What follows belongs to an exercise in optimizing a design on an open flow for small area, a short achievable clock period and few clock cycles; a production flow would make more cautious choices. The RTL was checked by simulation tests, not by an equivalence proof against the original design. No activity file was given, so power comes from the tool's default toggle rates.

File: flow/design.v
module seq_div (
    input  wire        clk,
    input  wire        start,
    input  wire [31:0] dividend,
    input  wire [16:0] divisor,
    output wire        busy,
    output wire [16:0] rem,
    output wire        q_lsb
);
    reg [31:0] num;      
    reg [17:0] part;     
    reg [16:0] div;
    reg [5:0]  count;
    reg        qbit;
    wire [17:0] shifted = {part[16:0], num[31]};
    wire        fits    = shifted >= {1'b0, div};
    assign busy  = count != 6'd0;
    assign rem   = part[16:0];
    assign q_lsb = qbit;
    always @(posedge clk) begin
        if (start) begin
            num   <= dividend;
            div   <= divisor;
            part  <= 18'd0;
            count <= 6'd32;
            qbit  <= 1'b0;
        end else if (busy) begin
            num   <= {num[30:0], 1'b0};
            part  <= fits ? shifted - {1'b0, div} : shifted;
            qbit  <= fits;
            count <= count - 6'd1;
        end
    end
endmodule
module via_unit (
    input  wire        clk,
    input  wire        rst,         
    input  wire        rd,          
    input  wire        wr,          
    input  wire        debug,       
    input  wire [3:0]  reg_idx,
    input  wire [7:0]  wdata,
    input  wire        mreset,      
    input  wire        pulse,       
    input  wire        step_apply,
    input  wire [16:0] step_t1,
    input  wire        step_t1_run,
    input  wire        step_pb7,
    input  wire        step_ifr6,
    input  wire [16:0] step_t2,
    input  wire        step_t2_run,
    input  wire        step_ifr5,
    output reg  [7:0]  orb,
    output reg  [7:0]  ora,
    output reg  [7:0]  ddrb,
    output reg  [7:0]  ddra,
    output reg  [7:0]  acr,
    output reg  [15:0] t1_latch,
    output reg  [16:0] t1,          
    output reg  [16:0] t2,
    output reg         t1_run,
    output reg         t2_run,
    output reg         pb7,
    output reg  [31:0] pulses,
    output reg  [7:0]  rdata,
    output wire        irq
);
    reg [15:0] t2_latch;
    reg [7:0]  sr;
    reg [7:0]  pcr;
    reg [6:0]  ifr;
    reg [6:0]  ier;
    assign irq = |(ifr & ier);
    wire keep_cb2 = ~pcr[7] & pcr[5];
    wire keep_ca2 = ~pcr[3] & pcr[1];
    always @(*) begin
        case (reg_idx)
            4'd0:  rdata = orb;
            4'd1:  rdata = ora;
            4'd2:  rdata = ddrb;
            4'd3:  rdata = ddra;
            4'd4:  rdata = t1[7:0];
            4'd5:  rdata = t1[15:8];
            4'd6:  rdata = t1_latch[7:0];
            4'd7:  rdata = t1_latch[15:8];
            4'd8:  rdata = t2[7:0];
            4'd9:  rdata = t2[15:8];
            4'd10: rdata = sr;
            4'd11: rdata = acr;
            4'd12: rdata = pcr;
            4'd13: rdata = {irq, ifr};
            4'd14: rdata = {1'b1, ier};
            default: rdata = ora;
        endcase
    end
    always @(posedge clk) begin
        if (rst) begin
            orb <= 8'd0; ora <= 8'd0; ddrb <= 8'd0; ddra <= 8'd0;
            acr <= 8'd0; pcr <= 8'd0; sr <= 8'd0;
            ifr <= 7'd0; ier <= 7'd0;
            t1_latch <= 16'd0; t2_latch <= 16'd0;
            t1 <= 17'd0; t2 <= 17'd0;
            t1_run <= 1'b0; t2_run <= 1'b0; pb7 <= 1'b0;
            pulses <= 32'd0;
        end else if (mreset) begin
            orb <= 8'd0; ora <= 8'd0; ddrb <= 8'd0; ddra <= 8'd0;
            acr <= 8'd0; pcr <= 8'd0;
            ifr <= 7'd0; ier <= 7'd0;
            t1_run <= 1'b0; t2_run <= 1'b0; pb7 <= 1'b0;
            pulses <= 32'd0;
        end else if (pulse) begin
            pulses <= pulses + 32'd1;
        end else if (step_apply) begin
            t1     <= step_t1;
            t1_run <= step_t1_run;
            pb7    <= step_pb7;
            t2     <= step_t2;
            t2_run <= step_t2_run;
            if (step_ifr6) ifr[6] <= 1'b1;
            if (step_ifr5) ifr[5] <= 1'b1;
            pulses <= 32'd0;
        end else if (rd && !debug) begin
            case (reg_idx)
                4'd0: begin
                    ifr[4] <= 1'b0;
                    if (!keep_cb2) ifr[3] <= 1'b0;
                end
                4'd1, 4'd15: begin
                    ifr[1] <= 1'b0;
                    if (!keep_ca2) ifr[0] <= 1'b0;
                end
                4'd4:  ifr[6] <= 1'b0;
                4'd8:  ifr[5] <= 1'b0;
                4'd10: ifr[2] <= 1'b0;
                default: ;
            endcase
        end else if (wr) begin
            case (reg_idx)
                4'd0: begin
                    ifr[4] <= 1'b0;
                    if (!keep_cb2) ifr[3] <= 1'b0;
                    orb <= wdata;
                end
                4'd1, 4'd15: begin
                    ifr[1] <= 1'b0;
                    if (!keep_ca2) ifr[0] <= 1'b0;
                    ora <= wdata;
                end
                4'd2:  ddrb <= wdata;
                4'd3:  ddra <= wdata;
                4'd4, 4'd6: t1_latch[7:0] <= wdata;
                4'd5: begin
                    t1_latch[15:8] <= wdata;
                    ifr[6] <= 1'b0;
                    t1     <= {1'b0, wdata, t1_latch[7:0]};
                    t1_run <= 1'b1;
                    pb7    <= 1'b0;
                end
                4'd7: begin
                    t1_latch[15:8] <= wdata;
                    ifr[6] <= 1'b0;
                end
                4'd8:  t2_latch[7:0] <= wdata;
                4'd9: begin
                    t2_latch[15:8] <= wdata;
                    ifr[5] <= 1'b0;
                    t2     <= {1'b0, wdata, t2_latch[7:0]};
                    t2_run <= 1'b1;
                end
                4'd10: begin
                    ifr[2] <= 1'b0;
                    sr <= wdata;
                end
                4'd11: acr <= wdata;
                4'd12: pcr <= wdata;
                4'd13: ifr <= ifr & ~wdata[6:0];
                4'd14: begin
                    if (wdata[7]) ier <= ier | wdata[6:0];
                    else          ier <= ier & ~wdata[6:0];
                end
                default: ;
            endcase
        end
    end
endmodule
module via_block (
    input  wire        clk,
    input  wire        rst,
    input  wire        cmd_valid,
    output wire        cmd_ready,
    input  wire [2:0]  cmd_op,       
    input  wire        cmd_unit,     
    input  wire        cmd_debug,    
    input  wire [3:0]  cmd_reg,
    input  wire [31:0] cmd_data,     
    input  wire        i2c_sda_in,   
    input  wire        ser_atn,
    input  wire        ser_clk,
    input  wire        ser_data,
    input  wire [3:0]  joy_data,     
    output reg         rsp_valid,
    output reg  [7:0]  rsp_rdata,
    output reg         rsp_i2c_step,
    output wire        irq1,
    output wire        irq2,
    output wire        pb7_1,
    output wire        pb7_2,
    output reg         i2c_sda_out,
    output reg         i2c_scl_out,
    output reg         joy_latch,
    output reg         joy_clk
);
    localparam OP_READ  = 3'd0;
    localparam OP_WRITE = 3'd1;
    localparam OP_STEP  = 3'd2;
    localparam OP_PULSE = 3'd3;
    localparam OP_RESET = 3'd4;
    localparam S_IDLE = 2'd0;
    localparam S_DIV  = 2'd1;
    localparam S_FIN  = 2'd2;
    localparam I2C_DATA_BIT = 0;
    localparam I2C_CLK_BIT  = 1;
    localparam JOY_LATCH_BIT = 2;
    localparam JOY_CLK_BIT  = 3;
    localparam SER_ATN_BIT  = 5;
    localparam SER_CLK_BIT  = 6;
    localparam SER_DATA_BIT = 7;
    reg [1:0] state;
    wire accept = cmd_valid && cmd_ready;
    assign cmd_ready = (state == S_IDLE);
    wire is_rd    = accept && cmd_op == OP_READ;
    wire is_wr    = accept && cmd_op == OP_WRITE;
    wire is_step  = accept && cmd_op == OP_STEP;
    wire is_pulse = accept && cmd_op == OP_PULSE;
    wire is_reset = accept && cmd_op == OP_RESET;
    wire [7:0]  orb     [0:1];
    wire [7:0]  ora     [0:1];
    wire [7:0]  ddrb    [0:1];
    wire [7:0]  ddra    [0:1];
    wire [7:0]  acr     [0:1];
    wire [15:0] t1_latch[0:1];
    wire [16:0] t1      [0:1];
    wire [16:0] t2      [0:1];
    wire        t1_run  [0:1];
    wire        t2_run  [0:1];
    wire        pb7     [0:1];
    wire [31:0] pulses  [0:1];
    wire [7:0]  rdata   [0:1];
    wire        irq     [0:1];
    reg         step_unit;
    reg         step_apply;
    reg  [16:0] res_t1, res_t2;
    reg         res_t1_run, res_t2_run, res_pb7, res_ifr6, res_ifr5;
    genvar g;
    generate
        for (g = 0; g < 2; g = g + 1) begin : unit
            via_unit u (
                .clk        (clk),
                .rst        (rst),
                .rd         (is_rd    && cmd_unit == g),
                .wr         (is_wr    && cmd_unit == g),
                .debug      (cmd_debug),
                .reg_idx    (cmd_reg),
                .wdata      (cmd_data[7:0]),
                .mreset     (is_reset),
                .pulse      (is_pulse && cmd_unit == g),
                .step_apply (step_apply && step_unit == g),
                .step_t1    (res_t1),
                .step_t1_run(res_t1_run),
                .step_pb7   (res_pb7),
                .step_ifr6  (res_ifr6),
                .step_t2    (res_t2),
                .step_t2_run(res_t2_run),
                .step_ifr5  (res_ifr5),
                .orb        (orb[g]),
                .ora        (ora[g]),
                .ddrb       (ddrb[g]),
                .ddra       (ddra[g]),
                .acr        (acr[g]),
                .t1_latch   (t1_latch[g]),
                .t1         (t1[g]),
                .t2         (t2[g]),
                .t1_run     (t1_run[g]),
                .t2_run     (t2_run[g]),
                .pb7        (pb7[g]),
                .pulses     (pulses[g]),
                .rdata      (rdata[g]),
                .irq        (irq[g])
            );
        end
    endgenerate
    assign irq1  = irq[0];
    assign irq2  = irq[1];
    assign pb7_1 = pb7[0];
    assign pb7_2 = pb7[1];
    wire [7:0] pa_ext;
    assign pa_ext[7:4] = joy_data;
    assign pa_ext[3:2] = 2'b00;
    assign pa_ext[I2C_CLK_BIT]  = i2c_scl_out;
    assign pa_ext[I2C_DATA_BIT] = i2c_sda_in;
    wire [7:0] pb_ext;
    assign pb_ext[SER_DATA_BIT] = ser_data;
    assign pb_ext[SER_CLK_BIT]  = ser_clk;
    assign pb_ext[SER_ATN_BIT]  = ser_atn;
    assign pb_ext[4:0] = 5'd0;
    wire [7:0] pa_read1 = (ora[0] & ddra[0]) | (pa_ext & ~ddra[0]);
    wire [7:0] pb_read1 = acr[0][1] ? 8'd0 : ((orb[0] & ddrb[0]) | (pb_ext & ~ddrb[0]));
    reg [7:0] read_value;
    always @(*) begin
        read_value = rdata[cmd_unit];
        if (cmd_unit == 1'b0) begin
            if (cmd_reg == 4'd0)
                read_value = pb_read1;
            else if (cmd_reg == 4'd1 || cmd_reg == 4'd15)
                read_value = pa_read1;
        end
    end
    wire porta_reg = (cmd_reg == 4'd1) || (cmd_reg == 4'd15);
    wire i2c_step_now = accept && cmd_unit == 1'b0 && porta_reg &&
                        ((cmd_op == OP_READ && !cmd_debug) || cmd_op == OP_WRITE);
    wire bridge_wr = is_wr && cmd_unit == 1'b0;
    wire push_reg  = cmd_reg <= 4'd3 || cmd_reg == 4'd15;
    wire [7:0] new_ora  = (porta_reg)       ? cmd_data[7:0] : ora[0];
    wire [7:0] new_ddra = (cmd_reg == 4'd3) ? cmd_data[7:0] : ddra[0];
    always @(posedge clk) begin
        if (rst) begin
            i2c_sda_out <= 1'b1;
            i2c_scl_out <= 1'b1;
            joy_latch   <= 1'b0;
            joy_clk     <= 1'b0;
        end else if (bridge_wr) begin
            if (push_reg) begin
                i2c_sda_out <= ~new_ddra[I2C_DATA_BIT] | new_ora[I2C_DATA_BIT];
                i2c_scl_out <= ~new_ddra[I2C_CLK_BIT]  | new_ora[I2C_CLK_BIT];
                joy_latch   <= new_ora[JOY_LATCH_BIT];
                joy_clk     <= new_ora[JOY_CLK_BIT];
            end else if (cmd_reg == 4'd12) begin
                if (cmd_data[7:5] == 3'b110) i2c_scl_out <= 1'b0;
                if (cmd_data[7:5] == 3'b111) i2c_scl_out <= 1'b1;
            end
        end
    end
    wire [31:0] k     = cmd_data;
    wire [16:0] c1    = t1[cmd_unit] + 17'd1;                  
    wire        und1  = k > {15'd0, c1};
    wire [31:0] r1    = k - {15'd0, c1} - 32'd1;
    wire [16:0] p1    = {1'b0, t1_latch[cmd_unit]} + 17'd2;    
    wire [31:0] e     = acr[cmd_unit][5] ? pulses[cmd_unit] : k;
    wire [16:0] c2    = t2[cmd_unit] + 17'd1;
    wire        und2  = e > {15'd0, c2};
    wire [31:0] r2    = e - {15'd0, c2} - 32'd1;
    reg         s_und1, s_und2;
    reg  [16:0] s_t1_dec, s_t2_dec;    
    reg  [15:0] s_reload;
    reg         s_cont, s_t1_run, s_t2_run, s_pb7;
    always @(posedge clk) begin
        if (is_step) begin
            step_unit <= cmd_unit;
            s_und1    <= und1;
            s_und2    <= und2;
            s_t1_dec  <= t1[cmd_unit] - k[16:0];
            s_t2_dec  <= t2[cmd_unit] - e[16:0];
            s_reload  <= t1_latch[cmd_unit];
            s_cont    <= acr[cmd_unit][6];
            s_t1_run  <= t1_run[cmd_unit];
            s_t2_run  <= t2_run[cmd_unit];
            s_pb7     <= pb7[cmd_unit];
        end
    end
    wire        div1_busy, div2_busy;
    wire [16:0] rem1, rem2;
    wire        q1_lsb, q2_lsb;
    seq_div div_t1 (
        .clk(clk), .start(is_step), .dividend(r1), .divisor(p1),
        .busy(div1_busy), .rem(rem1), .q_lsb(q1_lsb)
    );
    seq_div div_t2 (
        .clk(clk), .start(is_step), .dividend(r2), .divisor(17'h10001),
        .busy(div2_busy), .rem(rem2), .q_lsb(q2_lsb)
    );
    always @(*) begin
        res_t1     = s_t1_dec;
        res_t1_run = s_t1_run;
        res_pb7    = s_pb7;
        res_ifr6   = 1'b0;
        if (s_und1) begin
            res_t1 = {1'b0, s_reload} - rem1;
            if (s_t1_run) begin
                res_ifr6 = 1'b1;
                if (s_cont) begin
                    res_pb7 = s_pb7 ^ ~q1_lsb;
                end else begin
                    res_pb7    = ~s_pb7;
                    res_t1_run = 1'b0;
                end
            end
        end
        res_t2     = s_t2_dec;
        res_t2_run = s_t2_run;
        res_ifr5   = 1'b0;
        if (s_und2) begin
            res_t2 = 17'h0FFFF - rem2;
            if (s_t2_run) begin
                res_ifr5   = 1'b1;
                res_t2_run = 1'b0;
            end
        end
    end
    always @(posedge clk) begin
        if (rst) begin
            state        <= S_IDLE;
            step_apply   <= 1'b0;
            rsp_valid    <= 1'b0;
            rsp_rdata    <= 8'd0;
            rsp_i2c_step <= 1'b0;
        end else begin
            rsp_valid    <= 1'b0;
            rsp_i2c_step <= 1'b0;
            step_apply   <= 1'b0;
            case (state)
                S_IDLE: begin
                    if (accept) begin
                        if (cmd_op == OP_STEP) begin
                            state <= S_DIV;
                        end else begin
                            rsp_valid    <= 1'b1;
                            rsp_rdata    <= (cmd_op == OP_READ) ? read_value : 8'd0;
                            rsp_i2c_step <= i2c_step_now;
                        end
                    end
                end
                S_DIV: begin
                    if (!div1_busy && !div2_busy) begin
                        state      <= S_FIN;
                        step_apply <= 1'b1;
                    end
                end
                default: begin
                    state     <= S_IDLE;
                    rsp_valid <= 1'b1;
                    rsp_rdata <= 8'd0;
                end
            endcase
        end
    end
endmodule
File: flow/run.sh
#!/bin/bash
# synth_recipe.tcl (not shown) runs the flow's synth.tcl, then flattens the netlist and writes it again
# the make line also repeats each setting of config.mk as NAME=value (left out here)
make -C /OpenROAD-flow-scripts/flow DESIGN_CONFIG=/design/flow/config.mk WORK_HOME=/design/flow/orfs CLKGATE_MAP_FILE= SYNTH_SCRIPT=/design/flow/synth_recipe.tcl finish
File: flow/config.mk
export PLATFORM = sky130hd
export DESIGN_NAME = via_block
export DESIGN_NICKNAME = via_block
export VERILOG_FILES = /design/flow/design.v
export SDC_FILE = /design/flow/constraint.sdc
export NUM_CORES = 4
export LEC_CHECK = 0
export CAP_MARGIN = 20
export CORE_MARGIN = 2
export CORE_UTILIZATION = 40
export PLACE_DENSITY = 0.6
export SLEW_MARGIN = 20
File: flow/constraint.sdc
create_clock -name core_clock -period 10.0 [get_ports {clk}]
set_input_delay 2.0000 -clock core_clock [delete_from_list [all_inputs] [get_ports {clk}]]
set_output_delay 2.0000 -clock core_clock [all_outputs]
set_load 0.01 [all_outputs]
==> results.yml <==
outcome:
  status: "no timing/DRC/antenna violations"
setup_path:
  path_class: "in -> reg"
  crit_fanout: 60
  start_kind: "primary input"
  crit_top_cell: "o21ai_0"
  cpMaxStageDelayCell: "buf_4"
  cp_data_required_time_ns: 10.34
  slowest_delay_ns: 0.71
  worstRegToRegCells: 18
  worstPathArrival_ns: 6.77
  end_kind: "register"
  path_cells: "buf_6 -> buf_4 -> mux2i_1 -> inv_1 -> ha_1 -> nand2_1 -> inv_1 -> and3_1 -> xnor2_1 -> ha_1 -> a21o_1 -> a21oi_1 -> o21ai_0 -> a221oi_1 -> o21ai_0 -> a2111oi_0 -> xnor2_1 -> o21ai_0"
die:
  fp-row-count: 101
  die_w_um: 281
  dieArea_mm2: 0.0791
  start_util_pct: 40.4
  die_y_um: 281
  io_pins: 71
  core-area_mm2: 0.0761
yosys:
  syn-cell-area_mm2: 0.0308
  syn_nets: 3866
  netlist-cell-type-count: 85
  ys_seq_area_share_pct: 38.8
  synth.area.top_cells: "dfxtp_1 25%, edfxtp_1 13%, a21oi_1 5.9%, mux2i_1 5.8%, nand2_1 5.1%"
  synth_seq_cells: 527
  ys.flop_type: "dfxtp_1"
  synth_top_area_cell: "dfxtp_1"
  synth_top_area_share_pct: 25.4
  syn-instance-count: 3698
  yosys_warnings: 3
  async_reset_ff_share_pct: 0
  avgSynthCellArea_um2: 8.32
  synth_edf_count: 137
  post_synth_most_frequent_cells: "418 x nand2_1, 390 x dfxtp_1, 390 x nor2_1"
  yosysMostFrequentCell: "nand2_1"
place:
  hpwl_um: 76200
  port_buffers: 70
  gp_congestion: 0.972
power_and_ir_drop:
  p_clk_share_pct: 34.7
  pwr-share-comb_pct: 22.8
  seqPwrFrac_pct: 42.5
  sw_frac_of_total_pct: 31.5
  p_leak_uw: 0.0126
  p_per_area_mw_per_mm2: 179
  p_sw_uw: 1930
  ir_drop_uv: 142
  p_int_uw: 4210
grt:
  grt_max_degree: 98
  first_global_vias: 25800
  grt_pass1_wl_um: 161000
  track_usage_pct: 26.6
  antenna_found_initial: 4
  overflow: 0
clocking:
  clock_sinks: 527
  cts_resized: 0
  numCtsBuffers: 57
  cts_root_buf: "clkbuf_16"
  cts_tree: "yes"
  clk_pin_slew_ns: 0.06
  postCtsSetupBuffers: 0
  htree_levels: 2
  cts_hold_buf: 0
  clkLatencyLatePin_ns: 0.66
  clock_path_buffers: 3
layout:
  drive_gt1_share_pct: 6.56
  syn_to_final_growth_pct: 11.6
  nets: 3840
routing:
  wirelength_um: 107000
  vias: 27800
  drtAntennaViolNets: 0
  drt_iter0_markers: 2816
  wl_per_cell_um: 22.5
  viasPerCell: 5.84
  drc: 0
  dr.pass1.iters: 6
timing:
  slew_viol_final: 0
  rsz0062_at_grt: "false"
  post-route-period-util_pct: 64.3
  fin_tns_setup_ns: 0
  fmax_ghz: 0.156
  worst_pin_slew_ns: 1.12
  hold-worst-slack_ns: 0.454
  setup_violations: 0
  finalClockSkew_ns: 0.0383
  fin_crit_ns: 6.43
  timing.slew.headroom_pct: 25.0
  hold_violations: 0
min_path:
  min_path_type: "reg -> reg"
  whs_path_depth: 2
job:
  max-cap-violations: 0
sequential cells by signal, indices dropped and copies added (netlist names), 32 cells and up, named ones only:
| register | cells |
|---|---|
| unit.u.pulses | 64 |
| unit.u.t1 | 34 |
| unit.u.t2 | 34 |
| div_t1.num | 32 |
| div_t2.num | 32 |
| unit.u.t1_latch | 32 |
worst paths after layout:
kind | endpoint | start | slack (ns)
setup / recovery | div_t1.num[20]$_DFFE_PP_ | cmd_unit | 3.57
hold / removal | unit[0].u.orb[4]$_SDFFE_PP0P_ | unit[0].u.orb[4]$_SDFFE_PP0P_ | 0.45
setup reg to reg | div_t2.num[30]$_DFFE_PP_ | unit[1].u.t2[4]$_SDFFE_PP0P_ | 5.40
hold reg to reg | unit[0].u.orb[4]$_SDFFE_PP0P_ | unit[0].u.orb[4]$_SDFFE_PP0P_ | 0.45
metal layers:
layer,routed length (um),vias to the layer above,share of wire [%],track usage [%]
li1,-,13200,-,-
met1,46200,13100,43,35.9
met2,46500,1141,43,41.2
met3,9300,251,8.7,5.28
met4,5080,0,4.7,11.4
met5,0,-,0,0
power by group through the flow:
stage	sequential (uW)	combinational (uW)	clock, uW
after floorplan	2600	1030	0
after global placement	2650	1370	0
after detailed placement	2650	1380	0
after CTS	2610	1390	2160
after global routing	2630	1560	2240
final	2610	1400	2130
cells by family (layout without fill, tap and decap cells):
logic type,count (synthesis),count (layout),synth area share [%]
compound gates,967,967,19.7
xor+xnor,172,172,4.90
fa+ha+maj,116,116,4.86
buf+inv,374,394,4.66
flops,527,527,38.8
mux,212,212,7.04
other cells,0,2,0
simple gates,1330,1330,20.1
final cells by class:
type / count / area, um^2
multi-input cells: 2797 / 17500
clock buffers: 85 / 1660
diodes: 2 / 5.00
repair buffers: 132 / 1190
flip-flops and latches: 527 / 11900
clock inverters: 20 / 181
inverters: 157 / 592
well taps: 1030 / 1290
fillers: 7569 / 41800
worst max-delay path, delay by kind of cell:
kind / cells / cell delay [ns]
XOR/XNOR: 2 / 0.29
AO/OA/AOI/OAI: 7 / 1.63
buffers and inverters: 4 / 1.47
adder cells (fa/ha/maj): 2 / 0.47
AND/OR/NAND/NOR: 2 / 0.39
multiplexers: 1 / 0.44
cell usage in the layout (no fill, tap or decap), drive strengths merged, types with 16 or more instances in the layout:
master	count
or3	28
nor4	19
ha	110
xnor2	126
a222oi	17
a22o	16
o21a	39
mux2i	178
nand3	181
nand2	419
clkbuf	85
mux2	34
nand3b	17
a21oi	365
a221oi	20
nor2b	30
o211ai	30
buf	65
nand2b	28
clkdlybuf4s50	67
and3	35
xor2	46
or2	26
nor2	392
a211oi	86
a31oi	29
a21o	29
nand4	30
dfxtp	390
o21ai	184
edfxtp	137
a22oi	43
inv	158
nor3	83
through the flow:
step	setup WS, ns	utilization [%]	instances	cell area (um^2)	total power, uW
final	3.57	45.1	4750	34300	6140
after global routing	3.20	45.1	4748	34300	6430
after CTS	3.63	45.0	4746	34300	6150
after detailed placement	2.96	42.6	4641	32400	4030
after global placement	3.04	42.6	4641	32400	4020
after floorplan	3.09	-	3698	30800	3630
Testbench counts, summed over its fixed seeds: cycles 396,050.

-- port drivers added, routing unchanged --
Ports are ideal in the flow. The routed layout listed here was re-timed in OpenROAD.
Step 1: set_driving_cell puts a clkbuf_16 on clk and a buf_2 on each other input, an assumption about the parent block.
Step 2 also shifts input and output timing later by t, the mid clock arrival at the registers, as if the neighbouring blocks saw the same clock.
Slacks: ideal ports / drivers / drivers and shift; pairs: ideal ports / drivers.
shift t [ns]: 0.703
setup slack, ns: 3.570 / 3.577 / 2.875
slew at the worst register clock pin (ns): 0.07 / 0.07
worst data-port slew with drivers (ns): 0.11
After both steps setup and hold are still met in this run. For this run, drivers alone change the setup slack by +0.007 ns; drivers and shift together by -0.695 ns.
